From an optimization exercise on the open Yosys and OpenROAD flow, aimed at small area and a short achievable clock period; shortcuts taken in it are not production practice. The RTL was checked by simulation tests, not by an equivalence proof against the original design.

Design ooo_engine, start of the top module:
module ooo_engine (
    input  logic         clk,
    input  logic         rst,
    input  logic [1:0]   tr_cnt,
    input  logic [3:0]   tr_op,
    input  logic [13:0]  tr_dst,
    input  logic [13:0]  tr_src1,
    input  logic [13:0]  tr_src2,
    output logic [1:0]   tr_pop,
    output logic [1:0]   rt_valid,
    output logic [31:0]  rt_seq,
    output logic [3:0]   rt_op,
    output logic [13:0]  rt_dst,
    output logic [13:0]  rt_src1,
    output logic [13:0]  rt_src2,
    output logic [287:0] rt_cyc,
    output logic [287:0] rt_dur,
    output logic         done,
    output logic [15:0]  cycles,
    output logic [15:0]  count
);
clock: 80.0 ns
lec_check: 0
cap_margin: 20
core_margin: 2
core_utilization: 65
cts_cluster_diameter: 100
cts_cluster_size: 25
slew_margin: 20
standard.sh (not shown) runs the stock make flow with config.mk's settings and CLKGATE_MAP_FILE= SYNTH_SCRIPT=/design/flow/synth_recipe.tcl, a recipe that flattens the netlist after the stock synthesis.
==> flow/flow/run.sh <==
#!/bin/bash
# Standard ORFS layout (the standard.sh) with three changes: the port
# buffers are the smallest buffer; repair_timing is asked for a setup
# margin that makes it work on the input-to-output paths; and after global
# routing, cells off the critical paths are downsized (RECOVER_POWER).
# make's full output goes to flow_make.log here; each ORFS step also keeps
# its own log under orfs/logs.
set -euo pipefail
bash standard.sh finish \
  "BUFFER_PORTS_ARGS=-buffer_cell sky130_fd_sc_hd__buf_1" \
  SETUP_SLACK_MARGIN=50 RECOVER_POWER=100 > flow_make.log 2>&1
The starting point completed and failed the layout checks on capacitance limit, slew limit.
Edit:
- CORE_UTILIZATION: 65 -> 50
The changed run completed and failed the layout checks on capacitance limit, slew limit.
Routed wire length grows by 3.2%.
Via count shrinks by 4.1%.
Global-route usage shrinks by 9.2 points.
Critical path depth stays the same.
Maximum frequency barely changes.
Non-clock buffer count grows by 12.
Design area grows by 1.0%.

========
Another version of the RTL of ooo_engine (not shown whole).
Size in the first run: about 1400 flip-flops, roughly 740 I/O pins.
export LEC_CHECK = 0
export CAP_MARGIN = 20
export CORE_MARGIN = 2
export CORE_UTILIZATION = 70
export CTS_CLUSTER_DIAMETER = 100
export CTS_CLUSTER_SIZE = 25
export SLEW_MARGIN = 20
create_clock -name core_clock -period 80.0 [get_ports {clk}]
==> flow/flow/run.sh <==
#!/bin/bash
# Standard ORFS layout (the standard.sh) with two changes: the port
# buffers are the smallest buffer, and repair_timing is asked for a setup
# margin that makes it work on the input-to-output paths. make's full output
# goes to flow_make.log here; each ORFS step also keeps its own log under
# orfs/logs.
set -euo pipefail
bash standard.sh finish \
  "BUFFER_PORTS_ARGS=-buffer_cell sky130_fd_sc_hd__buf_1" \
  SETUP_SLACK_MARGIN=50 > flow_make.log 2>&1
Next try:
--- a/flow/config.mk
+++ b/flow/config.mk
@@ -8,5 +8,5 @@
 export CAP_MARGIN = 20
 export CORE_MARGIN = 2
-export CORE_UTILIZATION = 70
+export CORE_UTILIZATION = 60
 export CTS_CLUSTER_DIAMETER = 100
 export CTS_CLUSTER_SIZE = 25
Result: Hold slack degrades by 13 ps. Final cell count is higher by 2.6%. Setup slack improves by 100 ps. Design area barely changes. Wire length is lower by 0.47%. Clock skew is about the same. Die area is higher by 16%. Synthesized cell count stays the same.

========
ooo_engine with an RTL version that a note above also has.
For scale: about 7,600 cells after synthesis, about 740 I/O pins.
Settings: LEC_CHECK=0, CAP_MARGIN=20, CORE_MARGIN=2, CORE_UTILIZATION=65, CTS_CLUSTER_DIAMETER=100, CTS_CLUSTER_SIZE=25, SLEW_MARGIN=20; clock period 80.0 ns.
Scripts as last shown in full above: flow/flow/run.sh
The first run ran to the end with no violations.
Then changed:
--- a/flow/config.mk
+++ b/flow/config.mk
@@ -8,5 +8,5 @@
 export CAP_MARGIN = 20
 export CORE_MARGIN = 2
-export CORE_UTILIZATION = 65
+export CORE_UTILIZATION = 50
 export CTS_CLUSTER_DIAMETER = 100
 export CTS_CLUSTER_SIZE = 25
Setup slack gains 0.025 ns.
Synthesized area stays the same.

[afterwards: timing with drivers on the ports]
The flow's constraints put no driver on any port. The routed layouts listed below were extracted and timed again, unchanged, in two steps.
Step 1: set_driving_cell puts a clkbuf_16 on clk and a buf_2 on each other input, an assumption about the parent block.
Step 2 adds t to the input delays and takes it off the output delays; t is the mean of the earliest and latest rising clock arrival at the registers after step 1. Input paths then give back, and output paths get back, about the clock's delay inside the block.
a / b / c = ideal / step 1 / step 2; a / b = the first two.
run	t, ns	setup slack, ns	hold WS [ns]
the first run of note 1	0.788	46.578 / 46.487 / 46.487	0.446 / 0.446 / 0.446
the second run of note 1	0.806	46.638 / 46.532 / 46.532	0.430 / 0.430 / 0.430
the first run of note 2	0.797	47.422 / 47.375 / 47.375	0.417 / 0.417 / 0.417
the second run of note 2	0.806	47.525 / 47.485 / 47.485	0.404 / 0.404 / 0.404
the first run of note 3	0.788	47.224 / 47.113 / 47.113	0.448 / 0.448 / 0.448
the second run of note 3	0.805	47.250 / 47.142 / 47.142	0.430 / 0.430 / 0.430
For the first run of note 3, which loses most, drivers alone change the setup slack by -0.111 ns; drivers and shift together by -0.111 ns.
